Source: an optimization exercise on an open RTL-to-GDS flow (aim: small area, a short achievable clock period and few clock cycles per item). Production flows keep margins and buffers that such runs may drop. In this exercise RTL edits were held to simulation tests only and were not proved equivalent to the original. Power figures rest on the tool's default switching activity, not on a simulated workload.

===== config.mk =====
export PLATFORM = sky130hd
export DESIGN_NAME = crsf_cmd
export DESIGN_NICKNAME = crsf_cmd
export VERILOG_FILES = /design/flow/design.v
export SDC_FILE = /design/flow/constraint.sdc
export NUM_CORES = 4
export LEC_CHECK = 0
export CAP_MARGIN = 20
export CORE_MARGIN = 2
export CORE_UTILIZATION = 40
export SLEW_MARGIN = 20

===== constraint.sdc =====
create_clock -name core_clock -period 16.0 [get_ports {clk}]
set_input_delay 3.2000 -clock core_clock [delete_from_list [all_inputs] [get_ports {clk}]]
set_output_delay 3.2000 -clock core_clock [all_outputs]
set_load 0.01 [all_outputs]

===== design.v =====
module crsf_cmd (
    input  wire       clk,
    input  wire       rst,         
    input  wire       in_valid,
    input  wire [7:0] in_data,
    output wire       in_ready,
    output wire       out_valid,
    output wire [7:0] out_data,
    input  wire       out_ready
);
    localparam [7:0] OP_NOP       = 8'h00,
                     OP_RESET     = 8'h01,
                     OP_STATUS    = 8'h02,
                     OP_CRC_INIT  = 8'h10,
                     OP_CRC_FEED  = 8'h11,
                     OP_CRC_SPAN  = 8'h12,
                     OP_PACK      = 8'h20,
                     OP_UNPACK    = 8'h21,
                     OP_US2TK     = 8'h22,
                     OP_TK2US     = 8'h23,
                     OP_SERIALIZE = 8'h40;
    localparam [3:0] C_OK        = 4'h0,
                     C_ILLEGAL   = 4'h1,
                     C_BAD_LEN   = 4'h2,
                     C_BAD_OPND  = 4'h3,
                     C_TOO_LARGE = 4'h4;
    localparam [2:0] S_OP    = 3'd0,
                     S_LEN_H = 3'd1,
                     S_LEN_L = 3'd2,
                     S_DATA  = 3'd3,
                     S_EXEC  = 3'd4,
                     S_RESP  = 3'd5;
    function automatic [7:0] crc8_step(input [7:0] r, input [7:0] d);
        integer k;
        reg [7:0] c;
        begin
            c = r ^ d;
            for (k = 0; k < 8; k = k + 1)
                c = c[7] ? ((c << 1) ^ 8'hD5) : (c << 1);
            crc8_step = c;
        end
    endfunction
    reg [2:0]  state;
    reg [7:0]  op;
    reg [15:0] nlen;
    reg [15:0] pos;                
    reg [3:0]  cause;              
    reg [7:0]  crc_run;            
    reg [7:0]  crcacc;             
    reg        st_fault, st_multi;
    reg [3:0]  st_cause;
    reg [7:0]  dbuf [0:63];        
    reg [7:0]  rlen;               
    reg [7:0]  ridx;               
    wire [7:0] status = {st_cause, 2'b00, st_multi, st_fault};
    reg        legal;
    reg        len_ok;
    always @(*) begin
        legal  = 1'b1;
        len_ok = 1'b1;
        case (op)
            OP_NOP, OP_RESET, OP_STATUS, OP_CRC_INIT: len_ok = (nlen == 16'd0);
            OP_CRC_FEED, OP_CRC_SPAN:                 len_ok = 1'b1;
            OP_PACK:                                  len_ok = (nlen == 16'd32);
            OP_UNPACK:                                len_ok = (nlen >= 16'd22);
            OP_US2TK, OP_TK2US:                       len_ok = (nlen == 16'd2);
            OP_SERIALIZE:                             len_ok = (nlen >= 16'd2);
            default: begin
                legal  = 1'b0;
                len_ok = 1'b0;
            end
        endcase
    end
    wire [3:0] header_cause = !legal  ? C_ILLEGAL :
                              !len_ok ? C_BAD_LEN :
                              (op == OP_SERIALIZE && nlen > 16'd62) ? C_TOO_LARGE :
                              C_OK;
    wire [15:0] v16    = {dbuf[0], dbuf[1]};
    wire signed [15:0] us_s = v16;
    wire signed [21:0] us_num = us_s * 16 - 22'sd14075;
    reg  [10:0] ticks;
    always @(*) begin
        if (us_s < 16'sd880)
            ticks = 11'd0;
        else if (us_s > 16'sd2159)
            ticks = 11'd2047;
        else
            ticks = us_num / 10;
    end
    wire [17:0] t_num = v16[10:0] * 5 + 18'd7044;
    wire [15:0] tk_us = t_num[17:3];
    wire        tk_bad = (v16 > 16'd2047);
    reg [175:0] packed_bits;
    integer ci;
    reg signed [15:0] pv;
    reg [10:0] pw;
    always @(*) begin
        packed_bits = 176'd0;
        for (ci = 0; ci < 16; ci = ci + 1) begin
            pv = {dbuf[2*ci], dbuf[2*ci+1]};
            if (pv < 0)
                pw = 11'd0;
            else if (pv > 16'sd2047)
                pw = 11'd2047;
            else
                pw = pv[10:0];
            packed_bits[11*ci +: 11] = pw;
        end
    end
    reg [175:0] unpack_bits;
    integer ui;
    always @(*) begin
        for (ui = 0; ui < 22; ui = ui + 1)
            unpack_bits[8*ui +: 8] = dbuf[ui];
    end
    wire [7:0] k = ridx - 8'd5;      
    reg  [7:0] data_byte;
    reg  [10:0] uv;
    always @(*) begin
        data_byte = 8'h00;
        uv = unpack_bits[11*k[7:1] +: 11];
        case (op)
            OP_STATUS:    data_byte = status;
            OP_CRC_FEED:  data_byte = crcacc;
            OP_CRC_SPAN:  data_byte = crc_run;
            OP_PACK:      data_byte = packed_bits[8*k +: 8];
            OP_UNPACK:    data_byte = k[0] ? uv[7:0] : {5'd0, uv[10:8]};
            OP_US2TK:     data_byte = k[0] ? ticks[7:0] : {5'd0, ticks[10:8]};
            OP_TK2US:     data_byte = k[0] ? tk_us[7:0] : tk_us[15:8];
            OP_SERIALIZE: begin
                if (k == 8'd0)
                    data_byte = dbuf[0];
                else if (k == 8'd1)
                    data_byte = nlen[7:0];
                else if (k == nlen[7:0] + 8'd1)
                    data_byte = crc_run;
                else
                    data_byte = dbuf[k - 8'd1];
            end
            default:      data_byte = 8'h00;
        endcase
    end
    reg [7:0] resp_byte;
    always @(*) begin
        case (ridx)
            8'd0:    resp_byte = op;
            8'd1:    resp_byte = {4'd0, cause};
            8'd2:    resp_byte = 8'h00;
            8'd3:    resp_byte = 8'h00;
            8'd4:    resp_byte = rlen;
            default: resp_byte = data_byte;
        endcase
    end
    wire in_fire  = in_valid && in_ready;
    wire out_fire = out_valid && out_ready;
    always @(posedge clk) begin
        if (in_fire && state == S_DATA && pos < 16'd64)
            dbuf[pos[5:0]] <= in_data;
    end
    always @(posedge clk) begin
        if (rst) begin
            state    <= S_OP;
            op       <= 8'h00;
            nlen     <= 16'd0;
            pos      <= 16'd0;
            cause    <= C_OK;
            crc_run  <= 8'h00;
            crcacc   <= 8'h00;
            st_fault <= 1'b0;
            st_multi <= 1'b0;
            st_cause <= 4'd0;
            rlen     <= 8'd0;
            ridx     <= 8'd0;
        end else begin
            case (state)
                S_OP: if (in_fire) begin
                    op    <= in_data;
                    state <= S_LEN_H;
                end
                S_LEN_H: if (in_fire) begin
                    nlen[15:8] <= in_data;
                    state      <= S_LEN_L;
                end
                S_LEN_L: if (in_fire) begin
                    nlen[7:0] <= in_data;
                    pos       <= 16'd0;
                    crc_run   <= (op == OP_CRC_FEED) ? crcacc : 8'h00;
                    state     <= ({nlen[15:8], in_data} == 16'd0) ? S_EXEC : S_DATA;
                end
                S_DATA: if (in_fire) begin
                    if (op == OP_CRC_FEED || op == OP_CRC_SPAN || (op == OP_SERIALIZE && pos != 16'd0))
                        crc_run <= crc8_step(crc_run, in_data);
                    pos <= pos + 16'd1;
                    if (pos + 16'd1 == nlen)
                        state <= S_EXEC;
                end
                S_EXEC: begin
                    ridx  <= 8'd0;
                    state <= S_RESP;
                    if (header_cause != C_OK || (op == OP_TK2US && tk_bad)) begin
                        cause <= (header_cause != C_OK) ? header_cause : C_BAD_OPND;
                        rlen  <= 8'd0;
                        if (!st_fault) begin
                            st_fault <= 1'b1;
                            st_cause <= (header_cause != C_OK) ? header_cause : C_BAD_OPND;
                        end else begin
                            st_multi <= 1'b1;
                        end
                    end else begin
                        cause <= C_OK;
                        case (op)
                            OP_RESET: begin
                                crcacc   <= 8'h00;
                                st_fault <= 1'b0;
                                st_multi <= 1'b0;
                                st_cause <= 4'd0;
                                rlen     <= 8'd0;
                            end
                            OP_STATUS:    rlen <= 8'd1;
                            OP_CRC_INIT: begin
                                crcacc <= 8'h00;
                                rlen   <= 8'd0;
                            end
                            OP_CRC_FEED: begin
                                crcacc <= crc_run;
                                rlen   <= 8'd1;
                            end
                            OP_CRC_SPAN:  rlen <= 8'd1;
                            OP_PACK:      rlen <= 8'd22;
                            OP_UNPACK:    rlen <= 8'd32;
                            OP_US2TK:     rlen <= 8'd2;
                            OP_TK2US:     rlen <= 8'd2;
                            OP_SERIALIZE: rlen <= nlen[7:0] + 8'd2;
                            default:      rlen <= 8'd0;
                        endcase
                    end
                end
                S_RESP: if (out_fire) begin
                    ridx <= ridx + 8'd1;
                    if (ridx == rlen + 8'd4)
                        state <= S_OP;
                end
                default: state <= S_OP;
            endcase
        end
    end
    assign in_ready  = (state == S_OP) || (state == S_LEN_H) || (state == S_LEN_L) || (state == S_DATA);
    assign out_valid = (state == S_RESP);
    assign out_data  = resp_byte;
endmodule

===== run.sh =====
#!/bin/bash
# synth_recipe.tcl (not shown) runs the flow's synth.tcl, then flattens the netlist and writes it again
# the make line also repeats each setting of config.mk as NAME=value (left out here)
make -C /OpenROAD-flow-scripts/flow DESIGN_CONFIG=/design/flow/config.mk WORK_HOME=/design/flow/orfs CLKGATE_MAP_FILE= SYNTH_SCRIPT=/design/flow/synth_recipe.tcl finish

==> impl_metrics.xml <==
<?xml version="1.0" encoding="UTF-8"?>
<metrics>
  <group name="power">
    <metric name="share_clk_of_total_power" unit="">0.417</metric>
    <metric name="p_total" unit="mW">3.33</metric>
    <metric name="switching_part_of_the_total" unit="">0.236</metric>
    <metric name="total_leakage_power" unit="nW">11.3</metric>
    <metric name="irDropWorstVdd" unit="V">0.0000918</metric>
    <metric name="net-switching-power" unit="uW">785</metric>
    <metric name="seq_power_share" unit="">0.509</metric>
    <metric name="power_report.internal_total" unit="mW">2.55</metric>
    <metric name="power_density" unit="mW/mm^2">91.1</metric>
    <metric name="power.combinational.fraction" unit="">0.074</metric>
  </group>
  <group name="yosys">
    <metric name="synth_enable_flop_cells" unit="">512</metric>
    <metric name="area_share_of_and_or_nand_nor_cells_after_synthesis" unit="">0.121</metric>
    <metric name="synth.distinct_cells" unit="">109</metric>
    <metric name="synthesis.instances" unit="">2856</metric>
    <metric name="ys.warnings.count" unit="">1</metric>
    <metric name="synth_top_family_by_area" unit="">compound AO/OA/AOI/OAI gates</metric>
    <metric name="synthesis.area" unit="mm^2">0.0336</metric>
    <metric name="proportion_of_synthesized_area_in_mux_cells" unit="">0.141</metric>
    <metric name="synth-adder-area-share" unit="">0.0209</metric>
    <metric name="synth-main-ff-cell" unit="">edfxtp_1</metric>
    <metric name="synth.avg_cell_area" unit="um^2">11.7</metric>
    <metric name="nets_in_the_synthesized_netlist" unit="">2919</metric>
    <metric name="synth-compound-area-share" unit="">0.143</metric>
    <metric name="yosys_register_bits" unit="">595</metric>
    <metric name="ys_async_sr_fraction" unit="">0</metric>
    <metric name="synth_seq_area_share" unit="">0.508</metric>
    <metric name="yosys.area_share.xor_xnor" unit="">0.0367</metric>
  </group>
  <group name="sta">
    <metric name="unrepaired_setup_endpoints_after_global_routing" unit="">false</metric>
    <metric name="setup-tns-final" unit="ns">0</metric>
    <metric name="fmax" unit="MHz">65.9</metric>
    <metric name="fin_crit_sh" unit="">0.948</metric>
    <metric name="setup_failing_eps_final" unit="">0</metric>
    <metric name="timing.slew.headroom" unit="">0.186</metric>
    <metric name="final_critical_path_setup_slack" unit="ns">0.825</metric>
    <metric name="min_period" unit="ns">15.18</metric>
    <metric name="hold_violations" unit="">0</metric>
    <metric name="worst-slew-pin-transition" unit="ns">1.19</metric>
    <metric name="finalClockSkew" unit="ns">0.0454</metric>
    <metric name="finalMaxSlewViolations" unit="">0</metric>
  </group>
  <group name="cts">
    <metric name="tritoncts" unit="">done</metric>
    <metric name="path_clk_slew" unit="ns">0.07</metric>
    <metric name="cts_root_buf" unit="">clkbuf_16</metric>
    <metric name="cts.sinks" unit="">595</metric>
    <metric name="ctsHoldBuffers" unit="">0</metric>
    <metric name="insertion_delay_to_the_later_sink_of_the_worst_skew_pair" unit="ns">0.67</metric>
    <metric name="clock_tree.htree_level_count" unit="">2</metric>
    <metric name="max-clock-path-buffers" unit="">3</metric>
    <metric name="tritoncts_buffer_count" unit="">59</metric>
  </group>
  <group name="floorplanning">
    <metric name="start_util" unit="">0.403</metric>
    <metric name="pin_count" unit="">22</metric>
    <metric name="coreArea" unit="mm^2">0.0833</metric>
    <metric name="design.die.area" unit="mm^2">0.0862</metric>
    <metric name="placementRows" unit="">106</metric>
    <metric name="dieHeight" unit="um">294</metric>
    <metric name="chipWidth" unit="um">294</metric>
  </group>
  <group name="placed_design">
    <metric name="detailedPlace.worstSlack" unit="ns">1.17</metric>
    <metric name="place.detailed.hpwl" unit="um">71200</metric>
    <metric name="finalWeightedCongestion" unit="">0.953</metric>
    <metric name="io_buffers" unit="">21</metric>
  </group>
  <group name="worst_setup_path">
    <metric name="cp.arrival" unit="ns">11.98</metric>
    <metric name="crit_path_top_delay_cell" unit="">edfxtp_1</metric>
    <metric name="criticalPathCategory" unit="">reg -&gt; out</metric>
    <metric name="r2r_end" unit="">dbuf[46][5]</metric>
    <metric name="start_kind" unit="">flop</metric>
    <metric name="timing.critical_path.slowest_cell_delay" unit="ns">0.65</metric>
    <metric name="crit_fanout" unit="">30</metric>
    <metric name="crit_required" unit="ns">12.80</metric>
    <metric name="setup.reg_to_reg.worst_slack" unit="ns">11.38</metric>
    <metric name="reg2reg_depth" unit="">6</metric>
    <metric name="worst_r2r_startpoint" unit="">state[0]</metric>
    <metric name="timing.critical_path.to_type" unit="">output pin</metric>
  </group>
  <group name="global_route">
    <metric name="global_route_wire_length_before_repair" unit="um">156000</metric>
    <metric name="grtUsageTotal" unit="">0.238</metric>
    <metric name="grt_remaining_overflow" unit="">0</metric>
    <metric name="vias_in_the_first_global_route" unit="">24100</metric>
    <metric name="grt_max_degree" unit="">134</metric>
    <metric name="grt_antenna_before_repair" unit="">1</metric>
  </group>
  <group name="cells_and_area">
    <metric name="layout.cells.most_common_list" unit="">edfxtp_1 (512), nor2_1 (285), nand2_1 (193)</metric>
    <metric name="count_of_antenna_diodes_in_the_layout" unit="">0</metric>
    <metric name="finish.net_count" unit="">2834</metric>
    <metric name="layout-area-overhead-vs-synth" unit="%">8.98</metric>
    <metric name="seq_area" unit="mm^2">0.0170</metric>
    <metric name="multi_input_area" unit="mm^2">0.0156</metric>
    <metric name="layout.cells.most_common" unit="">edfxtp_1</metric>
    <metric name="postLayoutCoreUtil" unit="">0.439</metric>
    <metric name="drive_above_1_share" unit="">0.135</metric>
    <metric name="n_fill_cell" unit="">7610</metric>
  </group>
  <group name="detailed_routing">
    <metric name="drtPass1Iterations" unit="">9</metric>
    <metric name="post_drt_wl_per_cell" unit="um">26.7</metric>
    <metric name="wl" unit="um">104000</metric>
    <metric name="count_of_vias_placed_by_the_detailed_router" unit="">24900</metric>
    <metric name="drt-vias-per-instance" unit="">6.39</metric>
    <metric name="drt.antenna.violating_nets" unit="">0</metric>
    <metric name="drt_iter0_drc" unit="">3200</metric>
    <metric name="drc" unit="">0</metric>
  </group>
  <group name="run_status">
    <metric name="status" unit="">complete, no violations</metric>
  </group>
  <group name="worst_hold_path">
    <metric name="worstHoldPathType" unit="">reg -&gt; reg</metric>
    <metric name="worstHoldStart" unit="">cause[1]</metric>
    <metric name="hold-path-endpoint" unit="">cause[1]</metric>
    <metric name="hold_path_depth" unit="">2</metric>
  </group>
  <group name="run">
    <metric name="max_cap_viol_count" unit="">0</metric>
  </group>
</metrics>
[per-layer routing]
metal / share of wire / global-route usage / up-vias
met5: 0 / 0 / -
met4: 0.034 / 0.0763 / 0
met3: 0.090 / 0.0384 / 214
met2: 0.46 / 0.378 / 1353
met1: 0.41 / 0.333 / 12400
li1: - / - / 10900
[worst max-delay path by stage]
stage,cells past startpoint,end,slack (ns),startpoint
5_1_grt,44,out_data[0],0.02,dbuf[1][7]
2_1_floorplan,45,out_data[0],3.95,dbuf[1][7]
6_report,44,out_data[0],0.82,dbuf[1][7]
4_1_cts,46,out_data[0],0.47,dbuf[1][7]
3_3_place_gp,42,out_data[0],1.70,dbuf[1][4]
3_5_place_dp,43,out_data[0],1.17,dbuf[1][7]
[cell usage after synthesis (all sizes together) (52+ instances only)]
cell	count	area, um^2
o21ai	185	956
mux2i	75	751
edfxtp	512	15400
clkbuf	157	592
nor2	288	1090
mux4	175	3940
a211oi	103	791
nand3	84	420
nor2b	56	350
dfxtp	83	1660
a21oi	183	946
buf	52	253
xnor2	102	901
nand2	194	731
[per-stage QoR]
step | area (um^2) | cells | hold WS (ns)
6_report | 36600 | 3901 | 0.464
5_1_grt | 36600 | 3901 | 0.505
4_1_cts | 36500 | 3897 | 0.460
3_5_place_dp | 34600 | 3786 | 0.453
3_3_place_gp | 34600 | 3786 | 0.454
2_1_floorplan | 33600 | 2856 | 0.436
[layout make-up]
class,count,share of cell area
Multi-Input combinational cell,2008,0.426
Clock inverter,43,0.0113
Clock buffer,68,0.0413
Inverter,44,0.00462
Timing Repair Buffer,62,0.0133
Timing Repair inverter,1,0.000137
Tap cell,1080,0.0370
Sequential cell,595,0.466
[critical path: cells and delay by family, from the launching register on]
kind	cells	cell delay [ns]
compound gates	18	4.07
xor+xnor	1	0.22
fa+ha+maj	5	1.34
buf+inv	7	1.80
flops	1	0.65
mux	2	0.55
simple gates	11	2.66
[state kept, by name, indices dropped and copies added, names as in the netlist]
signal,count
crc_run,8
cause,3
pos,16
state,3
ridx,8
op,8
crcacc,8
dbuf,512
st_cause,3
st_multi,1
rlen,8
nlen,16
st_fault,1
[logic make-up (layout without fill, tap and decap cells)]
group,after synthesis,in the layout
AND/OR/NAND/NOR,841,841
AO/OA/AOI/OAI,720,720
flip-flops,595,595
multiplexers,254,254
buffers and inverters,253,218
XOR/XNOR,139,139
adder cells (fa/ha/maj),54,54
[what timing repair did]
action,CTS,global route
resized for setup,0,2
endpoints found under the setup margin,0,1
setup buffers,0,3
[power by group through the flow]
| stage | combinational [mW] | sequential (mW) | clock (mW) |
|---|---|---|---|
| floorplan | 0.168 | 1.72 | 0 |
| global placement | 0.237 | 1.73 | 0 |
| detailed placement | 0.242 | 1.73 | 0 |
| CTS | 0.243 | 1.70 | 1.41 |
| global route | 0.266 | 1.70 | 1.47 |
| finish | 0.246 | 1.70 | 1.39 |
Testbench counts, summed over its fixed seeds: cycles 190,490, cmds 4,800.

## separate check: timing with driven ports
The results above use ideal ports. As a check the final layout listed here was re-extracted and re-timed, cells and wires unchanged. Step 1 (the two cells are an assumption about what drives the block):
set clk [get_ports {clk}]
set_driving_cell -lib_cell sky130_fd_sc_hd__clkbuf_16 $clk
set_driving_cell -lib_cell sky130_fd_sc_hd__buf_2 [delete_from_list [all_inputs] $clk]
Step 2, shift: input delay + t, output delay - t, t = (earliest + latest rising clock arrival at the registers) / 2. This alone moves slack from input paths to output paths. a / b / c = ideal / step 1 / step 2; a / b = the first two.
t, ns: 0.710
setup WS [ns]: 0.825 / 0.761 / 1.471
hold WS [ns]: 0.464 / 0.464 / 0.464
slew at the worst register clock pin (ns): 0.07 / 0.07
pins driven straight from the clock port: 1
After both steps this run still meets setup and hold. For this run, drivers alone change the setup slack by -0.064 ns; drivers and shift together by +0.646 ns.
